This design comes from an exercise in tuning for small area and a short achievable clock period on the open sky130 flow, not from production work.
Where RTL was checked, it was by simulation tests only, not by an equivalence proof against the original.
Power is estimated from default activity; no workload was simulated.

==> flow/design.v <==
module kps_core #(
    parameter [7:0]  SENTINEL        = 8'hA5,
    parameter [3:0]  P_POS           = 4'b1001,
    parameter [3:0]  P_NEG           = 4'b0110,
    parameter [16:0] INIT_TICKS_FAST = 17'd50,
    parameter [16:0] INIT_TICKS_SLOW = 17'd1000
) (
    input  wire        clk,
    input  wire        rst,           
    input  wire        rx_valid,
    input  wire [39:0] rx_frame,
    output wire        rx_ready,
    input  wire        tick_fast,
    input  wire        tick_slow,
    output wire [3:0]  legs,
    output reg         tx_valid,
    output wire [39:0] tx_frame
);
    localparam [9:0]  DEF_FAST = INIT_TICKS_FAST * 10;
    localparam [13:0] DEF_SLOW = INIT_TICKS_SLOW / 10;
    reg        rdy;                   
    reg        op_set_f, op_set_s, op_start, op_stop, op_rb_f, op_rb_s;
    reg        sel_f, sel_s, tx_ch;   
    reg        set_f, set_s;          
    reg [9:0]  per_f;
    reg [13:0] per_s;
    reg [7:0]  flg_f, flg_s;
    reg        run_mode;
    reg [1:0]  phase;
    reg        stop_req;
    reg        pos, neg;              
    reg        arm_f, arm_s;
    reg [9:1]  cnt_f;                 
    reg [3:0]  pre_s;                 
    reg [13:0] cnt_s;                 
    assign rx_ready = rdy;
    assign legs     = {pos, neg, neg, pos};
    assign tx_frame = {({8{sel_f}} & flg_f) | ({8{sel_s}} & flg_s),
                       2'b00,
                       ({4{sel_s}} & per_s[13:10]),
                       ({10{sel_f}} & per_f) | ({10{sel_s}} & per_s[9:0]),
                       7'h20, tx_ch, SENTINEL};
    wire [3:0]  rx_op  = rx_frame[15:12];
    wire        rx_ch  = rx_frame[8];
    wire [15:0] rx_val = rx_frame[31:16];
    wire        take   = rdy && rx_valid && rx_frame[7:0] == SENTINEL;
    wire        tk     = take && !rst;
    wire        we_f   = take && rx_op == 4'h1 && !rx_ch;
    wire        we_s   = take && rx_op == 4'h1 &&  rx_ch;
    function gt_const;
        input [15:0] x;
        input [15:0] k;
        integer i;
        reg r;
        begin
            r = 1'b0;
            for (i = 0; i < 16; i = i + 1)
                r = k[i] ? (x[i] & r) : (x[i] | r);
            gt_const = r;
        end
    endfunction
    wire        f_lo = !gt_const(rx_val, 16'd9);
    wire        f_hi = gt_const(rx_val, 16'd1000);
    wire        s_lo = rx_val == 16'd0;
    wire        s_hi = gt_const(rx_val, 16'd10000);
    wire [9:0]  new_f = ({10{!f_lo && !f_hi}} & rx_val[9:0]) |
                        ({10{f_lo}} & 10'd10) | ({10{f_hi}} & 10'd1000);
    wire [13:0] new_s = ({14{!s_lo && !s_hi}} & rx_val[13:0]) |
                        ({14{s_lo}} & 14'd1) | ({14{s_hi}} & 14'd10000);
    wire [9:0]  peff_f = set_f ? per_f : DEF_FAST;
    wire [13:0] peff_s = set_s ? per_s : DEF_SLOW;
    wire start_ok = op_start && !run_mode;
    wire run1     = run_mode || start_ok;
    wire stop1    = op_stop || (stop_req && !start_ok);
    wire arm_f1   = (arm_f && !op_set_f) || start_ok;
    wire arm_s1   = (arm_s && !op_set_s) || start_ok;
    wire [9:0]  base_f = {cnt_f, peff_f[0]};
    wire [13:0] base_s = cnt_s;
    wire [3:0]  bpre_s = pre_s;
    wire        lt15   = base_f < 10'd15;
    wire        wrap_s = bpre_s == 4'd9;
    wire        last_s = wrap_s && base_s == 14'd1;
    wire        el_f   = tick_fast && arm_f1 && lt15;
    wire        tk_s   = tick_slow && arm_s1;
    wire        el_s   = tk_s && last_s;
    wire        f_act  = el_f && run1;
    wire        s_act  = el_s && run1;
    wire        sstop  = s_act && stop1;
    wire        rearm  = s_act && !stop1;
    wire [9:0]  dec_f  = base_f - 10'd10;
    wire [9:0]  tck_f  = !arm_f1 ? base_f : lt15 ? peff_f : dec_f;
    reg  [9:0]  n_cnt_f;
    reg  [13:0] n_cnt_s;
    reg  [3:0]  n_pre_s;
    reg  [1:0]  n_phase;
    reg         n_pos, n_neg, n_arm_f;
    always @(*) begin
        if (s_act || !run1) n_cnt_f = peff_f;
        else if (tick_fast) n_cnt_f = tck_f;
        else                n_cnt_f = base_f;
        if (el_s || !run1) begin
            n_cnt_s = peff_s;
            n_pre_s = 4'd0;
        end else if (tk_s) begin
            n_cnt_s = wrap_s ? base_s - 14'd1 : base_s;
            n_pre_s = wrap_s ? 4'd0 : bpre_s + 4'd1;
        end else begin
            n_cnt_s = base_s;
            n_pre_s = bpre_s;
        end
        n_phase = start_ok ? 2'd0 : phase;
        n_pos   = pos;
        n_neg   = neg;
        n_arm_f = arm_f1;
        if (f_act) begin
            case (n_phase)
                2'd0: begin n_pos = 1'b1; n_neg = 1'b0; n_phase = 2'd1; end
                2'd1: begin n_pos = 1'b0; n_neg = 1'b1; n_phase = 2'd2; end
                default: begin n_pos = 1'b0; n_neg = 1'b0; n_arm_f = 1'b0; end
            endcase
        end
        if (s_act) begin
            n_phase = 2'd0;
            if (!stop1) n_arm_f = 1'b1;
        end
    end
    always @(posedge clk) begin
        rdy       <= !tk;
        op_set_f  <= tk && rx_op == 4'h1 && !rx_ch;
        op_set_s  <= tk && rx_op == 4'h1 &&  rx_ch;
        op_start  <= tk && rx_op == 4'h2;
        op_stop   <= tk && rx_op == 4'h3;
        op_rb_f   <= tk && rx_op == 4'h4 && !rx_ch;
        op_rb_s   <= tk && rx_op == 4'h4 &&  rx_ch;
        tx_valid  <= (op_rb_f || op_rb_s) && !rst;
        sel_f     <= op_rb_f && set_f;
        sel_s     <= op_rb_s && set_s;
        tx_ch     <= op_rb_s;
        if (we_f) begin
            per_f <= new_f;
            flg_f <= rx_frame[39:32];
        end
        if (we_s) begin
            per_s <= new_s;
            flg_s <= rx_frame[39:32];
        end
        cnt_f <= n_cnt_f[9:1];
        cnt_s <= n_cnt_s;
        pre_s <= n_pre_s;
        if (rst) begin
            set_f    <= 1'b0;
            set_s    <= 1'b0;
            run_mode <= 1'b0;
            phase    <= 2'd0;
            stop_req <= 1'b0;
            pos      <= 1'b0;
            neg      <= 1'b0;
            arm_f    <= 1'b0;
            arm_s    <= 1'b0;
        end else begin
            if (we_f) set_f <= 1'b1;
            if (we_s) set_s <= 1'b1;
            run_mode <= run1 && !sstop;
            phase    <= n_phase;
            stop_req <= stop1 && !sstop;
            pos      <= n_pos;
            neg      <= n_neg;
            arm_f    <= n_arm_f;
            arm_s    <= arm_s1 && !sstop;
        end
    end
endmodule
clock: 8.0 ns
lec_check: 0
cap_margin: 20
core_margin: 2
core_utilization: 40
cts_buf_list: sky130_fd_sc_hd__clkbuf_8
setup_slack_margin: 5
slew_margin: 20
tns_end_percent: 100
standard.sh (not shown) runs the stock make flow with config.mk's settings and CLKGATE_MAP_FILE= SYNTH_SCRIPT=/design/flow/synth_recipe.tcl, a recipe that flattens the netlist after the stock synthesis.
==> flow/flow/run.sh <==
#!/bin/bash
# Standard ORFS layout (the standard.sh) with the standard synthesis; the
# port buffers use buf_1 instead of the delay cell buffer_ports picks by
# default (every port still gets its own buffer).
set -euo pipefail
bash standard.sh synth > synth.log 2>&1
bash standard.sh "BUFFER_PORTS_ARGS=-buffer_cell sky130_fd_sc_hd__buf_1"  finish > finish.log 2>&1
Then changed:
Settings changed: ABC_AREA from default to 1.
What happened: Flip-flop and latch count stays the same. Design area came out higher by 1.6%. Die area climbs by 5.3%. Power falls by 2.6%. Setup slack gets better by 0.040 ns. Cell count went up by 24%. Critical path depth drops by 2. Fmax is higher by 1.4%. Combinational power went up by about 6%. Area after synthesis came out higher by 5.5%.
Function was not checked in any run of this note: the RTL went through the layout flow alone.

---

Another version of the RTL of kps_core (not shown whole).
Size in the first run: ~550 cells after synthesis, roughly 89 flip-flops, roughly 91 I/O pins.
Settings: LEC_CHECK=0, ABC_AREA=1, CAP_MARGIN=20, CORE_MARGIN=2, CORE_UTILIZATION=40, SETUP_SLACK_MARGIN=5, SLEW_MARGIN=20, TNS_END_PERCENT=100; clock period 8.0 ns.
==> flow/flow/run.sh <==
#!/bin/bash
set -euo pipefail
bash standard.sh synth > synth.log 2>&1
bash standard.sh SETUP_SLACK_MARGIN=5.6 finish > finish.log 2>&1
Next try:
==> flow/run.sh (new file) <==
#!/bin/bash
# synth_recipe.tcl (not shown) runs the flow's synth.tcl, then flattens the netlist and writes it again
# the make line also repeats each setting of config.mk as NAME=value (left out here)
make -C /OpenROAD-flow-scripts/flow DESIGN_CONFIG=/design/flow/config.mk WORK_HOME=/design/flow/orfs CLKGATE_MAP_FILE= SYNTH_SCRIPT=/design/flow/synth_recipe.tcl finish
SETUP_SLACK_MARGIN = 4.5   (was 5)
removed: flow/flow/run.sh
removed: flow/standard.sh
Maximum frequency goes down by about a fifth; clock power barely changes; utilization is lower by 10 points; global-route usage came out lower by 2.5 points; design area shrinks by about a fifth; clock skew goes up by 0.0034 ns; die area stays the same; synthesized area stays the same; hold slack improved by 0.025 ns; via count went down by a little under a tenth.
No run of this note included a check of the RTL's function; only the layout flow was run.

---

Another version of the RTL of kps_core (not shown whole).
Size in the first run: roughly 520 cells after synthesis, about 84 flip-flops, about 91 I/O pins, about 4500 um^2 of cells after synthesis.
==> flow/config.mk <==
export PLATFORM = sky130hd
export DESIGN_NAME = kps_core
export DESIGN_NICKNAME = kps_core
export VERILOG_FILES = /design/flow/design.v
export SDC_FILE = /design/flow/constraint.sdc
export NUM_CORES = 4
export LEC_CHECK = 0
export ABC_AREA = 1
export CAP_MARGIN = 20
export CORE_MARGIN = 2
export CORE_UTILIZATION = 40
export CTS_BUF_LIST = sky130_fd_sc_hd__clkbuf_8
export PLACE_DENSITY = 0.7
export SETUP_SLACK_MARGIN = 5
export SLEW_MARGIN = 20
export TNS_END_PERCENT = 100
==> flow/constraint.sdc <==
create_clock -name core_clock -period 8.0 [get_ports {clk}]
set_input_delay 1.6000 -clock core_clock [delete_from_list [all_inputs] [get_ports {clk}]]
set_output_delay 1.6000 -clock core_clock [all_outputs]
set_load 0.01 [all_outputs]
==> flow/flow/run.sh <==
#!/bin/bash
# Standard ORFS layout (the standard.sh) with the standard synthesis; the
# port buffers use buf_1 instead of the delay cell buffer_ports picks by
# default (every port still gets its own buffer).
set -euo pipefail
bash standard.sh synth > synth.log 2>&1
bash standard.sh "BUFFER_PORTS_ARGS=-buffer_cell sky130_fd_sc_hd__buf_1"  finish > finish.log 2>&1
Next try:
ABC_AREA = default   (was 1)
PLACE_DENSITY = default   (was 0.7)
SETUP_SLACK_MARGIN = 4.0   (was 5)
Global-route usage falls by 1.7 points.
Design area drops by 5.7%.
Register-to-register slack gets worse by 470 ps.
Next try:
ABC_AREA = 1   (was default)
CORE_UTILIZATION = 60   (was 40)
SETUP_SLACK_MARGIN = 5   (was 4.0)
Outcome:
- power is higher by about 0.9%
- die area is lower by about 27%
- combinational power is higher by about 23%
- worst setup slack gets better by 300 ps
- sequential share of layout area is lower by 2.6 points
Next try:
CORE_UTILIZATION = 40   (was 60)
=> The changed run produced a clean layout; critical path depth does not change; routed wire length shrinks by 0.91%; sequential cell count stays the same.
Next try:
ABC_AREA = default   (was 1)
SETUP_SLACK_MARGIN = 4.6   (was 5)
After rerunning: Final cell count drops by about 20%; total power climbs by 1.8%; wire length drops by about 11%; area after synthesis drops by about 8%; core utilization climbs by 0.46 points; final area drops by about 5.5%; sequential power hardly moves; register-to-register slack gets worse by 340 ps; worst setup slack gets worse by 400 ps; via count drops by about 16%.

---

== the baseline ==
kps_core, a different RTL version from the one above (not shown whole).
Size in the first run: ~87 flip-flops, ~91 I/O pins.
clock: 8.0 ns
lec_check: 0
abc_clock_period_in_ps: 1500
cap_margin: 20
core_margin: 2
core_utilization: 40
setup_slack_margin: 5
slew_margin: 20
tns_end_percent: 100
run.sh (not shown) runs the stock make flow with config.mk's settings and CLKGATE_MAP_FILE= SYNTH_SCRIPT=/design/flow/synth_recipe.tcl, a recipe that flattens the netlist after the stock synthesis.
Stock flow here: none of the scripts above is used.
For the candidate, these inputs were changed with respect to the baseline:
- clearing TNS_END_PERCENT, which used to be 100
- clearing SETUP_SLACK_MARGIN, which used to be 5
- clearing ABC_CLOCK_PERIOD_IN_PS, which used to be 1500
Findings:
STATUS clock power: the candidate loses against the baseline
The candidate vs. the baseline: combinational share of power went down by 1.1 points.
Multi-input combinational area share in the candidate is 1.0 points above the baseline.
Diff the baseline -> the candidate: utilization now sits lower, row count barely changed, total wire length now smaller.
The candidate against the baseline: summed area of non-filler cells in the final layout lower, cell count after synthesis roughly the same.
No functional check of the RTL was part of any run of this note.

---

== run A ==
kps_core, a different RTL version from the one above (not shown whole).
For scale: roughly 88 flip-flops, roughly 91 I/O pins, ~0.0047 mm² of cells after synthesis.
Settings: LEC_CHECK=0, ABC_AREA=1, CAP_MARGIN=20, CORE_MARGIN=2, CORE_UTILIZATION=40, SETUP_SLACK_MARGIN=5, SLEW_MARGIN=20, TNS_END_PERCENT=100; clock period 8.0 ns.
standard.sh (not shown) runs the stock make flow with config.mk's settings and CLKGATE_MAP_FILE= SYNTH_SCRIPT=/design/flow/synth_recipe.tcl, a recipe that flattens the netlist after the stock synthesis.
==> flow/flow/run.sh <==
#!/bin/bash
# Standard ORFS layout (the standard.sh) with the standard synthesis; the
# port buffers use buf_1 instead of the delay cell buffer_ports picks by
# default (every port still gets its own buffer), and setup repair aims at a 5.4 ns margin.
set -euo pipefail
bash standard.sh synth > synth.log 2>&1
bash standard.sh "BUFFER_PORTS_ARGS=-buffer_cell sky130_fd_sc_hd__buf_1" SETUP_SLACK_MARGIN=5.4 finish > finish.log 2>&1
Both conditions hold for run A: the flow ran to the end and the final layout passed the timing, design-rule and antenna checks.
### run A -> run B
- removing ABC_AREA (formerly 1)
- setting CTS_BUF_LIST to sky130_fd_sc_hd__clkbuf_8 for the first time
==> flow/flow/run.sh <==
#!/bin/bash
# Standard ORFS layout (the standard.sh) with the standard synthesis; the
# port buffers use buf_1 instead of the delay cell buffer_ports picks by
# default (every port still gets its own buffer).
set -euo pipefail
bash standard.sh synth > synth.log 2>&1
bash standard.sh "BUFFER_PORTS_ARGS=-buffer_cell sky130_fd_sc_hd__buf_1"  finish > finish.log 2>&1
Areal power density over the cells, run B vs run A: down by a little under 10%. Run B reports a lower via count than run A does. Taking run A as the reference point, the post-detailed-route via-to-cell ratio of run B rises by about 4%. Critical path class: register to output port -> run A, input pin to register -> run B. [run B vs run A] number of logic inverters in the finished layout: lower in run B. Across both runs, total number of cells along the worst setup path was higher for run B than for run A. Standby leakage power: run B lower than run A. Comparing the two runs side by side, run B comes out behind run A on maximum frequency. The layout buffer count excluding clock buffers number comes out higher for run A vs run B. Going from run A to run B, the sum of routed wire segments on met1 was found to have gone down by 620 µm. Looking at register-to-register slack, run B sits below run A. | routed wire length | run B vs run A | better |.
Input changes introduced in run C (baseline for comparison: run B):
- an added ABC_AREA of 1
- a deleted CTS_BUF_LIST that had been sky130_fd_sc_hd__clkbuf_8
==> flow/flow/run.sh <==
#!/bin/bash
# Standard ORFS layout (the standard.sh); the only change is the cell
# buffer_ports uses for the port buffers (buf_2 instead of the delay cell it
# picks by default). Every port still gets its own buffer.
set -euo pipefail
bash standard.sh synth > synth.log 2>&1
bash standard.sh "BUFFER_PORTS_ARGS=-buffer_cell sky130_fd_sc_hd__buf_2" finish > finish.log 2>&1
--- outcome ---
Max die area across run B and run C: run C. Changes observed in run C relative to run B: post-route worst setup slack increased 0.080 ns, sequential group share of total power decreased 10 points.
### run C -> run D
==> flow/flow/run.sh <==
#!/bin/bash
# Standard ORFS layout (the standard.sh); the only change is the cell
# buffer_ports uses for the port buffers (buf_1 instead of the delay cell it
# picks by default). Every port still gets its own buffer.
set -euo pipefail
bash standard.sh synth > synth.log 2>&1
bash standard.sh "BUFFER_PORTS_ARGS=-buffer_cell sky130_fd_sc_hd__buf_1" finish > finish.log 2>&1
==> summary.txt <==
- Min data required time of the critical path across run C and run D: run D
- Run D against run C: number of endpoints with negative hold slack in the final report neither gained nor lost much; final worst hold slack lost 0.018 ns; sequential share of power picked up an extra 1.1 points.
- Run D does better than run C on setup slack at placement.
- Run C → run D: power decreased by 2.1% relative to the old numbers; footprint of the multi-input gates closely matched the old numbers; final standard cell count with taps included and fillers excluded closely matched the old numbers; post-route cell area decreased by about 2.2% relative to the old numbers; worst relative slew slack increased by 2.6 points relative to the old numbers.
- Run D — register share of the cell area 1.0 points higher, run C as reference
Setup changes, run D to run E
- an added CTS_BUF_LIST of sky130_fd_sc_hd__clkbuf_8
==> flow/flow/run.sh <==
#!/bin/bash
# Standard ORFS layout (the standard.sh) with the standard synthesis; the
# port buffers use buf_1 instead of the delay cell buffer_ports picks by
# default (every port still gets its own buffer).
set -euo pipefail
bash standard.sh synth > synth.log 2>&1
bash standard.sh "BUFFER_PORTS_ARGS=-buffer_cell sky130_fd_sc_hd__buf_1"  finish > finish.log 2>&1
Findings:
- Number of buffers added on ports: run D vs run E identical
- Run E vs run D on wire length on met1: run E is the lower one.
- On worst slew margin relative to its limit, run E tracks run D almost exactly.
- Of run D and run E, the run reporting the higher clock skew was run E.
- Cmp run E vs run D: layout overhead on the synthesized area lower in run E

static timing again, ports no longer ideal:
The results above use ideal ports. As a check the final layouts listed here were re-extracted and re-timed, cells and wires unchanged. Step 1 assumes that a clkbuf_16 drives the clock port and a buf_2 every other input. Step 2 also shifts input and output timing later by t, the mid clock arrival at the registers, as if the neighbouring blocks saw the same clock. a / b / c = ideal / step 1 / step 2; a / b = the first two.
| run | t (ns) | slack for setup (ns) | hold slack, ns | latest minus earliest clock arrival (ns) |
|---|---|---|---|---|
| the first run of note 1 | 0.398 | 5.105 / 5.084 / 4.711 | 0.379 / 0.379 / 0.379 | 0.020 / 0.019 |
| the second run of note 1 | 0.407 | 5.146 / 5.114 / 4.767 | 0.378 / 0.378 / 0.378 | 0.018 / 0.017 |
| the first run of note 2 | 0.370 | 5.193 / 5.153 / 4.934 | 0.362 / 0.362 / 0.362 | 0.008 / 0.008 |
| the second run of note 2 | 0.372 | 4.673 / 4.634 / 4.437 | 0.387 / 0.387 / 0.387 | 0.012 / 0.012 |
| the first run of note 3 | 0.385 | 5.055 / 5.065 / 4.680 | 0.400 / 0.400 / 0.400 | 0.011 / 0.011 |
| the second run of note 3 | 0.385 | 4.786 / 4.754 / 4.484 | 0.381 / 0.381 / 0.381 | 0.010 / 0.010 |
| the third run of note 3 | 0.378 | 5.083 / 5.052 / 4.826 | 0.379 / 0.379 / 0.379 | 0.011 / 0.011 |
| the fourth run of note 3 | 0.393 | 5.160 / 5.125 / 4.877 | 0.402 / 0.402 / 0.402 | 0.010 / 0.010 |
| the fifth run of note 3 | 0.387 | 4.760 / 4.728 / 4.575 | 0.395 / 0.395 / 0.395 | 0.008 / 0.008 |
| the baseline | 0.378 | 4.404 / 4.396 / 4.018 | 0.438 / 0.438 / 0.438 | 0.008 / 0.008 |
| the candidate | 0.374 | 3.110 / 3.127 / 2.753 | 0.454 / 0.454 / 0.454 | 0.008 / 0.008 |
| run A | 0.367 | 5.208 / 5.171 / 5.051 | 0.380 / 0.380 / 0.380 | 0.006 / 0.007 |
| run B | 0.379 | 5.048 / 5.058 / 4.680 | 0.385 / 0.385 / 0.385 | 0.012 / 0.011 |
| run C | 0.382 | 5.127 / 5.144 / 4.763 | 0.414 / 0.414 / 0.414 | 0.007 / 0.007 |
| run D | 0.370 | 5.156 / 5.121 / 4.802 | 0.396 / 0.396 / 0.396 | 0.008 / 0.008 |
| run E | 0.400 | 5.132 / 5.096 / 4.773 | 0.398 / 0.398 / 0.398 | 0.012 / 0.012 |
After both steps setup and hold are still met in every run listed. For the first run of note 1, which loses most, drivers alone change the setup slack by -0.021 ns; drivers and shift together by -0.394 ns.
